This is an optimization exercise on Yosys and OpenROAD, whose aim is small area, a short achievable clock period and few clock cycles, not a production implementation. RTL that was checked went through simulation tests only; none was proved equivalent to the original. No functional check of the RTL was part of run 1.

**design/flow/run.sh**
```bash
#!/bin/bash
# synth_recipe.tcl (not shown) runs the flow's synth.tcl, then flattens the netlist and writes it again
# the make line also repeats each setting of config.mk as NAME=value (left out here)
make -C /OpenROAD-flow-scripts/flow DESIGN_CONFIG=/design/flow/config.mk WORK_HOME=/design/flow/orfs CLKGATE_MAP_FILE= SYNTH_SCRIPT=/design/flow/synth_recipe.tcl finish
```
**design/flow/config.mk**
```make
export PLATFORM = sky130hd
export DESIGN_NAME = lenet_engine
export DESIGN_NICKNAME = lenet_engine
export VERILOG_FILES = /design/flow/design.v
export SDC_FILE = /design/flow/constraint.sdc
export NUM_CORES = 4
export LEC_CHECK = 0
export CAP_MARGIN = 20
export CORE_MARGIN = 2
export CORE_UTILIZATION = 40
export SLEW_MARGIN = 20
```
**design/flow/constraint.sdc**
```tcl
create_clock -name core_clock -period 10.0 [get_ports {clk}]
set_input_delay 2.0000 -clock core_clock [delete_from_list [all_inputs] [get_ports {clk}]]
set_output_delay 2.0000 -clock core_clock [all_outputs]
set_load 0.01 [all_outputs]
```
**design/flow/design.v**
```verilog
module lenet_engine (
    input  wire        clk,
    input  wire        rst,         
    input  wire        start,
    input  wire [3:0]  op,
    output wire        busy,
    output reg         done,
    output reg         act_re,
    output reg  [14:0] act_raddr,
    input  wire [15:0] act_rdata,
    output reg         act_we,
    output reg  [14:0] act_waddr,
    output reg  [15:0] act_wdata,
    output reg         wt_re,
    output reg  [18:0] wt_raddr,
    input  wire [15:0] wt_rdata
);
    localparam [14:0] IMG_BASE   = 15'd0;
    localparam [14:0] C1_BASE    = 15'd784;
    localparam [14:0] P1_BASE    = 15'd12304;
    localparam [14:0] C2_BASE    = 15'd15184;
    localparam [14:0] P2_BASE    = 15'd17744;
    localparam [14:0] H1_BASE    = 15'd18384;
    localparam [14:0] LOGIT_BASE = 15'd18784;
    localparam [18:0] WC1_BASE = 19'd0;
    localparam [18:0] BC1_BASE = 19'd500;
    localparam [18:0] WC2_BASE = 19'd520;
    localparam [18:0] BC2_BASE = 19'd20520;
    localparam [18:0] WF1_BASE = 19'd20560;
    localparam [18:0] BF1_BASE = 19'd276560;
    localparam [18:0] WF2_BASE = 19'd276960;
    localparam [18:0] BF2_BASE = 19'd280960;
    reg        busy_r;
    reg        run;           
    reg        init;          
    reg  [2:0] stage;         
    reg        fwd;           
    assign busy = busy_r;
    reg [2:0] kx, ky;         
    reg [4:0] z;              
    reg [4:0] ox, oy;         
    reg [8:0] k;              
    reg [18:0] wsave;         
    reg i_bias;
    wire s_conv = (stage == 3'd1) || (stage == 3'd3);
    wire s_pool = (stage == 3'd2) || (stage == 3'd4);
    wire s_fc   = (stage == 3'd5) || (stage == 3'd6);
    reg [14:0] in_base, fc_last_in;
    reg [18:0] w_base, b_base;
    reg [4:0]  o_last, z_last;
    reg [8:0]  k_last;
    reg [14:0] st_ky, st_z, st_ox, st_oy, st_pool1;
    always @(*) begin
        in_base = IMG_BASE; w_base = WC1_BASE; b_base = BC1_BASE;
        o_last = 5'd23; z_last = 5'd0; k_last = 9'd19; fc_last_in = 15'd0;
        st_ky = 15'd24; st_z = 15'd0; st_ox = 15'd0; st_oy = 15'd0; st_pool1 = 15'd0;
        case (stage)
            3'd1: begin
                in_base = IMG_BASE; w_base = WC1_BASE; b_base = BC1_BASE;
                o_last = 5'd23; z_last = 5'd0; k_last = 9'd19;
                st_ky = 15'd24;
                st_ox = -15'd115;                
                st_oy = -15'd111;                
            end
            3'd2: begin
                in_base = C1_BASE; o_last = 5'd11; k_last = 9'd19;
                st_pool1 = 15'd23;               
                st_ox = -15'd23;                 
                st_oy = 15'd1;
            end
            3'd3: begin
                in_base = P1_BASE; w_base = WC2_BASE; b_base = BC2_BASE;
                o_last = 5'd7; z_last = 5'd19; k_last = 9'd39;
                st_ky = 15'd8;
                st_z  = 15'd92;
                st_ox = -15'd2787;
                st_oy = -15'd2783;
            end
            3'd4: begin
                in_base = C2_BASE; o_last = 5'd3; k_last = 9'd39;
                st_pool1 = 15'd7;
                st_ox = -15'd7;
                st_oy = 15'd1;
            end
            3'd5: begin
                in_base = P2_BASE; w_base = WF1_BASE; b_base = BF1_BASE;
                k_last = 9'd399; fc_last_in = P2_BASE + 15'd639;
            end
            3'd6: begin
                in_base = H1_BASE; w_base = WF2_BASE; b_base = BF2_BASE;
                k_last = 9'd9; fc_last_in = H1_BASE + 15'd399;
            end
            default: ;
        endcase
    end
    reg [14:0] wr_init;
    always @(*) begin
        case (op[2:0])
            3'd1: wr_init = C1_BASE - 15'd1;
            3'd2: wr_init = P1_BASE - 15'd1;
            3'd3: wr_init = C2_BASE - 15'd1;
            3'd4: wr_init = P2_BASE - 15'd1;
            3'd5: wr_init = H1_BASE - 15'd1;
            default: wr_init = LOGIT_BASE - 15'd1;
        endcase
    end
    wire kx_end  = s_pool ? (kx == 3'd3) : (kx == 3'd4);
    wire ky_end  = (ky == 3'd4);
    wire z_end   = (z == z_last);
    wire fc_end  = (act_raddr == fc_last_in);
    wire term_end = s_fc ? fc_end : (s_pool ? kx_end : (kx_end && ky_end && z_end));
    wire ox_end  = (ox == o_last);
    wire oy_end  = (oy == o_last);
    wire k_end   = (k == k_last);
    wire out_end = s_fc ? k_end : (ox_end && oy_end && k_end);
    wire chan_next = s_fc || (ox_end && oy_end);      
    reg [14:0] a_step;
    always @(*) begin
        if (s_pool)
            a_step = (kx == 3'd1) ? st_pool1 : 15'd1;
        else if (s_fc || !kx_end)
            a_step = 15'd1;
        else if (!ky_end)
            a_step = st_ky;
        else
            a_step = st_z;
    end
    wire [8:0]  k_nx   = k + 9'd1;
    wire start_ok = start && !busy_r;
    reg  d_end, r_end, m_end, a_end, w_end;
    always @(posedge clk) begin
        if (rst) begin
            busy_r <= 1'b0;
            run    <= 1'b0;
            init   <= 1'b0;
            stage  <= 3'd1;
            fwd    <= 1'b0;
            act_re <= 1'b0;
            wt_re  <= 1'b0;
            i_bias <= 1'b0;
        end else begin
            if (start_ok) begin
                busy_r <= 1'b1;
                fwd    <= (op == 4'd15);
                stage  <= (op == 4'd15) ? 3'd1 : op[2:0];
                if (op == 4'd15 || (op >= 4'd1 && op <= 4'd6))
                    init <= 1'b1;
            end
            if (w_end)
                busy_r <= 1'b0;
            if (init) begin
                init <= 1'b0;
                run  <= 1'b1;
                kx <= 3'd0; ky <= 3'd0; z <= 5'd0; ox <= 5'd0; oy <= 5'd0; k <= 9'd0;
                act_raddr <= in_base;
                wt_raddr  <= b_base;
                wsave     <= w_base;
                i_bias    <= !s_pool;
                act_re    <= s_pool;
                wt_re     <= !s_pool;
            end else if (run) begin
                if (i_bias) begin
                    i_bias   <= 1'b0;
                    act_re   <= 1'b1;
                    wt_re    <= 1'b1;
                    wt_raddr <= wsave;
                end else if (!term_end) begin
                    act_raddr <= act_raddr + a_step;
                    wt_raddr  <= wt_raddr + 19'd1;
                    if (kx_end) begin
                        kx <= 3'd0;
                        if (ky_end) begin
                            ky <= 3'd0;
                            z  <= z + 5'd1;
                        end else
                            ky <= ky + 3'd1;
                    end else
                        kx <= kx + 3'd1;
                end else if (!out_end) begin
                    kx <= 3'd0; ky <= 3'd0; z <= 5'd0;
                    i_bias  <= !s_pool;
                    act_re  <= s_pool;
                    wt_re   <= !s_pool;
                    wt_raddr <= b_base + {10'd0, chan_next ? k_nx : k};
                    if (chan_next)
                        wsave <= wt_raddr + 19'd1;
                    if (s_fc)
                        act_raddr <= in_base;
                    else if (!ox_end)
                        act_raddr <= act_raddr + st_ox;
                    else if (!oy_end)
                        act_raddr <= act_raddr + st_oy;
                    else if (s_conv)
                        act_raddr <= in_base;
                    else
                        act_raddr <= act_raddr + 15'd1;
                    if (chan_next) begin
                        ox <= 5'd0; oy <= 5'd0; k <= k_nx;
                    end else if (ox_end) begin
                        ox <= 5'd0; oy <= oy + 5'd1;
                    end else
                        ox <= ox + 5'd1;
                end else begin
                    act_re <= 1'b0;
                    wt_re  <= 1'b0;
                    run    <= 1'b0;
                    if (fwd && stage != 3'd6) begin
                        stage <= stage + 3'd1;
                        init  <= 1'b1;
                    end
                end
            end
        end
    end
    reg d_bias, d_pool, d_first, d_last, d_relu;
    reg r_first, r_last, r_relu, r_pool;
    reg m_first, m_last, m_relu;
    reg fin, fin_relu;
    reg signed [15:0] a_r;
    reg [7:0] bd_one, bd_two, bd_neg;        
    reg [31:0] s_r, c_r;
    reg [31:0] acc;
    wire stage_end = run && !i_bias && term_end && out_end;
    wire cmd_end   = (stage_end && !(fwd && stage != 3'd6)) ||
                     (start_ok && !(op == 4'd15 || (op >= 4'd1 && op <= 4'd6)));
    always @(posedge clk) begin
        if (rst) begin
            d_end <= 1'b0; r_end <= 1'b0; m_end <= 1'b0; a_end <= 1'b0; w_end <= 1'b0;
            done  <= 1'b0;
            d_last <= 1'b0; r_last <= 1'b0; m_last <= 1'b0; fin <= 1'b0;
            d_pool <= 1'b0; r_pool <= 1'b0;
            act_we <= 1'b0;
        end else begin
            d_end <= cmd_end;
            r_end <= d_end;
            m_end <= r_end;
            a_end <= m_end;
            w_end <= a_end;
            done  <= w_end;
            d_last <= run && !i_bias && term_end;
            d_pool <= run && s_pool;
            r_last <= d_last;
            r_pool <= d_pool;
            m_last <= r_last && !r_pool;
            fin    <= m_last || (r_last && r_pool);
            act_we <= fin;
        end
    end
    wire [16:0] wx = {wt_rdata, 1'b0};
    reg  [7:0] bo, bt, bn;
    integer j;
    always @(*) begin
        for (j = 0; j < 8; j = j + 1) begin
            bo[j] = wx[2*j] ^ wx[2*j+1];
            bt[j] = (wx[2*j+2] ^ wx[2*j+1]) & ~(wx[2*j] ^ wx[2*j+1]);
            bn[j] = wx[2*j+2] & ~(wx[2*j+1] & wx[2*j]);
        end
    end
    reg [31:0] row [0:8];
    reg [16:0] sel;
    integer i2;
    always @(*) begin
        row[8] = 32'hAAAB0000;              
        for (i2 = 0; i2 < 8; i2 = i2 + 1) begin
            sel = bd_one[i2] ? {a_r[15], a_r} : (bd_two[i2] ? {a_r, 1'b0} : 17'd0);
            if (bd_neg[i2]) sel = ~sel;
            row[i2] = {15'd0, ~sel[16], sel[15:0]} << (2*i2);
            row[8]  = row[8] | ({31'd0, bd_neg[i2]} << (2*i2));
        end
    end
    function [63:0] csa;                    
        input [31:0] x, y, w;
        csa = {((x & y) | (x & w) | (y & w)) << 1, x ^ y ^ w};
    endfunction
    wire [63:0] l1a = csa(row[0], row[1], row[2]);
    wire [63:0] l1b = csa(row[3], row[4], row[5]);
    wire [63:0] l1c = csa(row[6], row[7], row[8]);
    wire [63:0] l2a = csa(l1a[31:0], l1a[63:32], l1b[31:0]);
    wire [63:0] l2b = csa(l1b[63:32], l1c[31:0], l1c[63:32]);
    wire [63:0] l3a = csa(l2a[31:0], l2a[63:32], l2b[31:0]);
    wire [63:0] l4a = csa(l3a[31:0], l3a[63:32], l2b[63:32]);
    wire [31:0] acc_in = m_first ? 32'd0 : acc;
    wire [63:0] l5a = csa(acc_in, s_r, c_r);
    wire [31:0] acc_sum = l5a[31:0] + l5a[63:32];
    always @(posedge clk) begin
        d_bias  <= i_bias;
        d_first <= i_bias || (s_pool && kx == 3'd0);
        d_relu  <= !s_pool && (stage != 3'd6);
        a_r <= d_bias ? 16'sd256 : $signed(act_rdata);
        bd_one <= bo; bd_two <= bt; bd_neg <= bn;
        r_first <= d_first; r_relu <= d_relu;
        s_r <= l4a[31:0];
        c_r <= l4a[63:32];
        m_first <= r_first; m_relu <= r_relu;
        if (r_pool) begin
            if (r_first || (a_r > $signed(acc[23:8])))
                acc[23:8] <= a_r;
        end else
            acc <= acc_sum;
        fin_relu <= r_pool ? 1'b0 : m_relu;
        if (start_ok)
            act_waddr <= (op == 4'd15) ? (C1_BASE - 15'd1) : wr_init;
        else if (fin)
            act_waddr <= act_waddr + 15'd1;
        act_wdata <= (fin_relu && acc[31]) ? 16'd0 : acc[23:8];
    end
endmodule
```
==> results of run 1 <==
[worst max-delay path by stage]
| stage | slack [ns] | end | cells past startpoint |
|---|---|---|---|
| global placement | 4.78 | wt_raddr[9]$_SDFFCE_PP0P_ | 19 |
| floorplan | 5.89 | wt_raddr[8]$_DFFE_PP_ | 21 |
| finish | 4.52 | wt_raddr[9]$_SDFFCE_PP0P_ | 19 |
| detailed placement | 4.63 | wt_raddr[9]$_SDFFCE_PP0P_ | 19 |
| CTS | 4.61 | wt_raddr[9]$_SDFFCE_PP0P_ | 19 |
| global route | 4.12 | wt_raddr[8]$_DFFE_PP_ | 20 |
[stage by stage]
| stage | area [sq um] | setup slack (ns) | instances |
|---|---|---|---|
| 2_1_floorplan | 21600 | 5.89 | 2427 |
| 5_1_grt | 24400 | 4.12 | 3170 |
| 6_report | 24400 | 4.52 | 3170 |
| 3_5_place_dp | 23200 | 4.63 | 3104 |
| 4_1_cts | 24400 | 4.61 | 3169 |
| 3_3_place_gp | 23200 | 4.78 | 3104 |
[logic make-up (layout without fill, tap and decap cells)]
| logic type | Yosys count | count (layout) | synth area share, % |
|---|---|---|---|
| flip-flops | 277 | 277 | 31.7 |
| AND/OR/NAND/NOR | 781 | 781 | 16.8 |
| multiplexers | 13 | 13 | 0.648 |
| AO/OA/AOI/OAI | 501 | 501 | 14.1 |
| XOR/XNOR | 267 | 267 | 10.8 |
| adder cells (fa/ha/maj) | 287 | 287 | 20.6 |
| buffers and inverters | 301 | 348 | 5.41 |
[synth_stat cells, types with 5 or more instances]
cell type  count  share of area, %
a211o_1        7              0.28
a211oi_1      23              0.80
a21o_1        23              0.80
a21oi_1      121               2.8
a221oi_1       9              0.36
a22oi_1       11              0.38
a2bb2oi_1      5              0.20
a31oi_1        9              0.26
and2_1        17              0.49
and3_1        25              0.72
buf_1         10              0.17
buf_2          5              0.12
clkbuf_1     128               2.2
dfxtp_1      147                14
edfxtp_1     130                18
fa_1         114                11
ha_1         173                10
inv_1        148               2.6
mux2i_1        9              0.42
nand2_1      369               6.4
nand2b_1      14              0.40
nand3_1       45               1.0
nand4_1       14              0.40
nor2_1       134               2.3
nor2b_1       64               1.9
nor3_1        47               1.1
nor4_1        10              0.29
o211ai_1       7              0.24
o21a_1        15              0.52
o21ai_0      200               4.6
o21bai_1      10              0.35
o221ai_1       6              0.24
o22ai_1        8              0.23
o31ai_1        8              0.28
or2_2          5              0.14
or3_1         10              0.29
xnor2_1      154               6.2
xor2_1       113               4.6
[state kept, by name, indices dropped and copies added, names as in the netlist, 15 cells and up]
signal,count
act_waddr,15
act_wdata,16
acc,32
s_r,32
wsave,19
a_r,16
c_r,28
act_raddr,15
wt_raddr,19
[layout make-up]
cell class	instances	area (sq um)
timing repair buffer	131	1250
fill	5148	29200
multi-input combinational	1849	13600
tap	696	871
clock inverter	13	130
clock buffer	52	1090
inverter	152	571
sequential	277	6850
[critical path: stages (launching register included)]
cell and delay, ns:
dfxtp_1 0.83, inv_1 0.18, ha_1 0.51, or3_1 0.46, nor3_1 0.28, o311ai_4 0.13, buf_4 0.26, o21ai_4 0.45
nor2b_1 0.23, xnor2_1 0.22, inv_1 0.10, ha_1 0.31, a21o_1 0.19, a21oi_1 0.23, o21bai_1 0.10, a21oi_1 0.24
o21bai_1 0.10, a21oi_1 0.17, a211o_1 0.14, a21oi_1 0.06
[metal layers]
metal / global-route usage (%) / share of wire (%) / vias to the layer above / routed length [um]
li1: - / - / 8296 / -
met1: 26.0 / 45 / 8249 / 25300
met2: 34.5 / 47 / 514 / 26800
met3: 2.91 / 5.8 / 109 / 3290
met4: 7.35 / 2.6 / 2 / 1510
met5: 0 / 0.018 / - / 10
==> impl_metrics.tcl, run 1 <==
set metrics [dict create \
    status "finished clean" \
    grt_start_max_net_pins 60 \
    min_from "d_relu$_DFF_P_" \
    hold_buffers 0 \
    final.period_utilization_pct 54.8 \
    post_cts_buffers 0 \
    rsz0062_at_grt "false" \
    fin_skew_ns 0.0203 \
    track_usage_pct 20.2 \
    startpoint "stage[2]$_SDFF_PP0_" \
    gp_congestion 0.937 \
    r2r_slack_ns 4.52 \
    start_util_pct 40.4 \
    antenna_found_initial 1 \
    r2r_end "wt_raddr[9]$_SDFFCE_PP0P_" \
    cp-end-kind "register" \
    criticalPathCategory "reg -> reg" \
    maxSlewHeadroom_pct 25.0 \
    hpwl_um 42000 \
    port_buffers 108 \
    path_max_fanout 29 \
    r2r_cells 19 \
    cts_resized 0 \
    synth_edf_count 130 \
    cts_buffer_depth 3 \
    clkSlewWorstSetupHoldPaths_ns 0.06 \
    drtIter0Drc 1069 \
    cts.sinks 277 \
    required_ns 10.27 \
    synthesis.nets 2753 \
    synthesis.area_sq_um 21600 \
    final_common_cell "nand2_1" \
    die_x_um 237 \
    worstMarginPinSlew_ns 1.12 \
    grt_pass1_wl_um 91600 \
    cts_tree "built" \
    fmax_mhz 183 \
    vias 17200 \
    area_growth_pct 12.8 \
    yosys_most_used_dff "dfxtp_1" \
    fp.dieH_um 237 \
    cp.arrival_ns 5.75 \
    ys_seq_elements 277 \
    final_util_pct 45.5 \
    via_per_inst 5.42 \
    diodes 0 \
    hold_viol_final 0 \
    postSynth.asyncResetShare_pct 0 \
    final.setup.tns_ns 0 \
    seq_area_frac_synth_pct 31.7 \
    htreeDepth 2 \
    ant_nets 0 \
    wl_per_cell_um 18.0 \
    drc_errors 0 \
    first_pass_iters 6 \
    nets 2773 \
    holdPathStages 0 \
    rows 85 \
    wirelength_um 56900 \
    root_buffer "clkbuf_16" \
    numCtsBuffers 36 \
    layout_common_cells "nand2_1, o21ai_0, ha_1, xnor2_1, inv_1" \
    grt_pass1_vias 17300 \
    post-route-min-period_ns 5.48 \
    ioPinCount 109 \
    synth_cell_type_count 81 \
    hold_path_class "reg -> reg" \
    r2r-start "stage[2]$_SDFF_PP0_" \
    holdPathEnd "r_relu$_DFF_P_" \
    design.core.area_sq_um 53600 \
    overflow 0 \
    synth_cells 2427 \
    whs_ns 0.329 \
    synth_warnings 2 \
    clock_latency_ns 0.55 \
    setup_viol 0 \
    cp-start-kind "register" \
    die-area_sq_um 55900 \
    final_max_slew_viol_count 0 \
    drive_above_1_share_pct 4.65 \
    postSynthAreaPerCell_sq_um 8.91 \
    max_cap_viol_count 0 \
]
==> run 2: changes to the inputs <==
--- a/design/flow/design.v
+++ b/design/flow/design.v
@@ -216,8 +216,7 @@
     reg r_first, r_last, r_relu, r_pool;
-    reg m_first, m_last, m_relu;
-    reg fin, fin_relu;
-    reg signed [15:0] a_r;
-    reg [7:0] bd_one, bd_two, bd_neg;        
-    reg [31:0] s_r, c_r;
-    reg [31:0] acc;
+    reg m_first, m_last, m_relu, m_pool;
+    reg a_last, a_relu;
+    reg signed [15:0] a_r, w_r;
+    reg signed [31:0] p_r;
+    reg signed [31:0] acc;
     wire stage_end = run && !i_bias && term_end && out_end;
@@ -229,4 +228,3 @@
             done  <= 1'b0;
-            d_last <= 1'b0; r_last <= 1'b0; m_last <= 1'b0; fin <= 1'b0;
-            d_pool <= 1'b0; r_pool <= 1'b0;
+            d_last <= 1'b0; r_last <= 1'b0; m_last <= 1'b0; a_last <= 1'b0;
             act_we <= 1'b0;
@@ -240,48 +238,11 @@
             d_last <= run && !i_bias && term_end;
-            d_pool <= run && s_pool;
             r_last <= d_last;
-            r_pool <= d_pool;
-            m_last <= r_last && !r_pool;
-            fin    <= m_last || (r_last && r_pool);
-            act_we <= fin;
+            m_last <= r_last;
+            a_last <= m_last;
+            act_we <= a_last;
         end
     end
-    wire [16:0] wx = {wt_rdata, 1'b0};
-    reg  [7:0] bo, bt, bn;
-    integer j;
-    always @(*) begin
-        for (j = 0; j < 8; j = j + 1) begin
-            bo[j] = wx[2*j] ^ wx[2*j+1];
-            bt[j] = (wx[2*j+2] ^ wx[2*j+1]) & ~(wx[2*j] ^ wx[2*j+1]);
-            bn[j] = wx[2*j+2] & ~(wx[2*j+1] & wx[2*j]);
-        end
-    end
-    reg [31:0] row [0:8];
-    reg [16:0] sel;
-    integer i2;
-    always @(*) begin
-        row[8] = 32'hAAAB0000;              
-        for (i2 = 0; i2 < 8; i2 = i2 + 1) begin
-            sel = bd_one[i2] ? {a_r[15], a_r} : (bd_two[i2] ? {a_r, 1'b0} : 17'd0);
-            if (bd_neg[i2]) sel = ~sel;
-            row[i2] = {15'd0, ~sel[16], sel[15:0]} << (2*i2);
-            row[8]  = row[8] | ({31'd0, bd_neg[i2]} << (2*i2));
-        end
-    end
-    function [63:0] csa;                    
-        input [31:0] x, y, w;
-        csa = {((x & y) | (x & w) | (y & w)) << 1, x ^ y ^ w};
-    endfunction
-    wire [63:0] l1a = csa(row[0], row[1], row[2]);
-    wire [63:0] l1b = csa(row[3], row[4], row[5]);
-    wire [63:0] l1c = csa(row[6], row[7], row[8]);
-    wire [63:0] l2a = csa(l1a[31:0], l1a[63:32], l1b[31:0]);
-    wire [63:0] l2b = csa(l1b[63:32], l1c[31:0], l1c[63:32]);
-    wire [63:0] l3a = csa(l2a[31:0], l2a[63:32], l2b[31:0]);
-    wire [63:0] l4a = csa(l3a[31:0], l3a[63:32], l2b[63:32]);
-    wire [31:0] acc_in = m_first ? 32'd0 : acc;
-    wire [63:0] l5a = csa(acc_in, s_r, c_r);
-    wire [31:0] acc_sum = l5a[31:0] + l5a[63:32];
     always @(posedge clk) begin
         d_bias  <= i_bias;
+        d_pool  <= s_pool;
         d_first <= i_bias || (s_pool && kx == 3'd0);
@@ -289,18 +250,17 @@
         a_r <= d_bias ? 16'sd256 : $signed(act_rdata);
-        bd_one <= bo; bd_two <= bt; bd_neg <= bn;
-        r_first <= d_first; r_relu <= d_relu;
-        s_r <= l4a[31:0];
-        c_r <= l4a[63:32];
-        m_first <= r_first; m_relu <= r_relu;
-        if (r_pool) begin
-            if (r_first || (a_r > $signed(acc[23:8])))
-                acc[23:8] <= a_r;
+        w_r <= d_pool ? 16'sd256 : $signed(wt_rdata);
+        r_first <= d_first; r_relu <= d_relu; r_pool <= d_pool;
+        p_r <= a_r * w_r;
+        m_first <= r_first; m_relu <= r_relu; m_pool <= r_pool;
+        if (m_pool) begin
+            if (m_first || ($signed(p_r[23:8]) > $signed(acc[23:8])))
+                acc <= p_r;
         end else
-            acc <= acc_sum;
-        fin_relu <= r_pool ? 1'b0 : m_relu;
+            acc <= (m_first ? 32'sd0 : acc) + p_r;
+        a_relu <= m_relu;
         if (start_ok)
             act_waddr <= (op == 4'd15) ? (C1_BASE - 15'd1) : wr_init;
-        else if (fin)
+        else if (a_last)
             act_waddr <= act_waddr + 15'd1;
-        act_wdata <= (fin_relu && acc[31]) ? 16'd0 : acc[23:8];
+        act_wdata <= (a_relu && acc[31]) ? 16'd0 : acc[23:8];
     end
==> run 2 against run 1 <==
Synthesized cell count rose by 9.4%. Highest routed layer unchanged. Routed wire length rose by 6.3%. Via count rose by 8.0%. Critical path type unchanged. Worst setup slack got worse by 1.4 ns. Worst hold slack got worse by 0.0030 ns. Critical path depth rose by 1. Still clean.
==> impl_metrics.tcl, run 2 <==
set metrics [dict create \
    drc_errors 0 \
    postSynthAreaPerCell_sq_um 9.13 \
    multi_input_area_sq_um 16300 \
    postSynth.asyncResetShare_pct 0 \
    drive_above_1_share_pct 3.66 \
    gp_congestion 0.886 \
    wl_per_cell_um 17.2 \
    final_util_pct 45.1 \
    synthesis.area_sq_um 24200 \
    die-area_sq_um 62600 \
    ant_nets 0 \
    cp-end-kind "register" \
    fin_skew_ns 0.0249 \
    ioPinCount 109 \
    worstMarginPinSlew_ns 0.985 \
    wirelength_um 60500 \
    fp.dieH_um 250 \
    antenna_found_initial 1 \
    area_growth_pct 11.9 \
    synth_cell_type_count 84 \
    final.period_utilization_pct 69.0 \
    track_usage_pct 19.9 \
    cts_resized 0 \
    nets 3201 \
    root_buffer "clkbuf_16" \
    criticalPathCategory "reg -> reg" \
    required_ns 10.48 \
    fmax_mhz 145 \
    port_buffers 108 \
    yosys_most_used_dff "edfxtp_1" \
    start_util_pct 40.3 \
    r2r-start "w_r[3]$_SDFF_PP0_" \
    first_pass_iters 5 \
    synth_edf_count 130 \
    synth.area.top_cells "fa_1, edfxtp_1, ha_1" \
    min_from "r_first$_DFF_P_" \
    hpwl_um 46500 \
    htreeDepth 1 \
    die_x_um 250 \
    rows 90 \
    cp-start-kind "register" \
    drtIter0Drc 1280 \
    yosysMostFrequentCell "inv_1" \
    final_common_cell "inv_1" \
    final_max_slew_viol_count 0 \
    rsz0062_at_grt "false" \
    numCtsBuffers 30 \
    max_cap_viol_count 0 \
    hold_viol_final 0 \
    place_area_sq_um 26000 \
    fin_area_sq_um 27100 \
    synthDominantCellAreaShare_pct 21.9 \
    clock_latency_ns 0.60 \
    final.setup.tns_ns 0 \
    path_max_fanout 16 \
    grt_pass1_vias 19800 \
    status "finished clean" \
    hold_path_class "reg -> reg" \
    fill_cells 5815 \
    top_regs "acc: 32 flops, p_r: 32 flops" \
    cts_buffer_depth 3 \
    setup_viol 0 \
    diodes 0 \
    grt_start_max_net_pins 60 \
    ys_seq_elements 242 \
    startpoint "w_r[3]$_SDFF_PP0_" \
    seq_area_frac_synth_pct 25.4 \
    synth_top_cell_by_area "fa_1" \
    synth_warnings 1 \
    grt_pass1_wl_um 102000 \
    clkSlewWorstSetupHoldPaths_ns 0.06 \
    cts.sinks 242 \
    design.core.area_sq_um 60100 \
    via_per_inst 5.27 \
    synth_common_cells "inv_1, fa_1, nand2_1, ha_1, nor2_1" \
    vias 18500 \
    cp.arrival_ns 7.38 \
    hold_buffers 0 \
    overflow 0 \
    seq_area_sq_um 6150 \
    synthesis.nets 3145 \
    cts_tree "built" \
    synth_cells 2655 \
    post-route-min-period_ns 6.90 \
    layout_common_cells "inv_1, fa_1, nand2_1, ha_1, nor2_1" \
    post_cts_buffers 0 \
    maxSlewHeadroom_pct 34.2 \
]
[run 2: area by class of cell]
type | instances | area share, %
multi-input cells | 1946 | 60.2
flip-flops and latches | 242 | 22.7
inverters | 367 | 5.08
repair buffers | 124 | 4.43
well taps | 782 | 3.61
clock buffers | 41 | 3.50
clock inverters | 15 | 0.544
[run 2: through the flow]
step | hold slack [ns] | worst slack (ns) | cells
final | 0.326 | 3.10 | 3517
after global routing | 0.330 | 2.71 | 3517
after CTS | 0.326 | 3.08 | 3517
after detailed placement | 0.312 | 3.09 | 3461
after global placement | 0.310 | 3.22 | 3461
after floorplan | 0.310 | 3.75 | 2655
[run 2: cell families after synthesis]
| kind of cell | share of synthesized area, % |
|---|---|
| multiplexers | 0.511 |
| adder cells (fa/ha/maj) | 31.5 |
| buffers and inverters | 7.37 |
| XOR/XNOR | 6.00 |
| flip-flops | 25.4 |
| AND/OR/NAND/NOR | 17.6 |
| AO/OA/AOI/OAI | 11.7 |
[run 2: path summary, 6_finish.rpt]
check / end / cells after the start / slack, ns
max reg2reg: p_r[30]$_DFF_P_ / 20 / 3.10
max: p_r[30]$_DFF_P_ / 20 / 3.10
min: m_first$_DFF_P_ / 0 / 0.33
min reg2reg: m_first$_DFF_P_ / 0 / 0.33
[run 2: routing by layer]
metal | vias to the layer above | share of wire (%) | global-route usage, %
met5 | - | 0.012 | 0
met2 | 423 | 49 | 34.7
met4 | 2 | 3.5 | 6.86
li1 | 8826 | - | -
met3 | 120 | 4.2 | 2.28
met1 | 9178 | 43 | 25.6
[run 2: worst max-delay path, cell delays in order (launching register included)]
cell,delay (ns)
dfxtp_1,0.73
nand2_1,0.17
fa_1,0.60
fa_1,0.45
fa_1,0.52
inv_1,0.05
fa_1,0.46
fa_1,0.55
inv_1,0.06
fa_1,0.53
inv_1,0.04
ha_1,0.37
a21oi_1,0.21
nand2_1,0.08
a211oi_1,0.34
a31oi_1,0.20
a311o_1,0.41
o31a_1,0.30
a41oi_1,0.38
nor3_1,0.09
a211o_1,0.28
Testbench counts of run 2, summed over its fixed seeds: cycles 7,426,332.

[what the ideal ports hide]
How much do the figures lean on ideal ports? The routed layouts below were timed once more, with nothing changed but the port constraints. Step 1 sets driving cells, clkbuf_16 on the clock port and buf_2 on the other inputs (assumed; they add their load-dependent delay and slew). Step 2 adds t to the input delays and takes it off the output delays; t is the mean of the earliest and latest rising clock arrival at the registers after step 1. Input paths then give back, and output paths get back, about the clock's delay inside the block. Slacks: ideal ports / drivers / drivers and shift; pairs: ideal ports / drivers.
run | t (ns) | slack for setup (ns) | worst setup path after step 2 | clock arrival spread, ns
run 1 | 0.600 | 4.521 / 4.521 / 4.521 | register to register | 0.027 / 0.026
run 2 | 0.644 | 3.099 / 3.099 / 3.099 | register to register | 0.027 / 0.028
After both steps setup and hold are still met in every run listed.
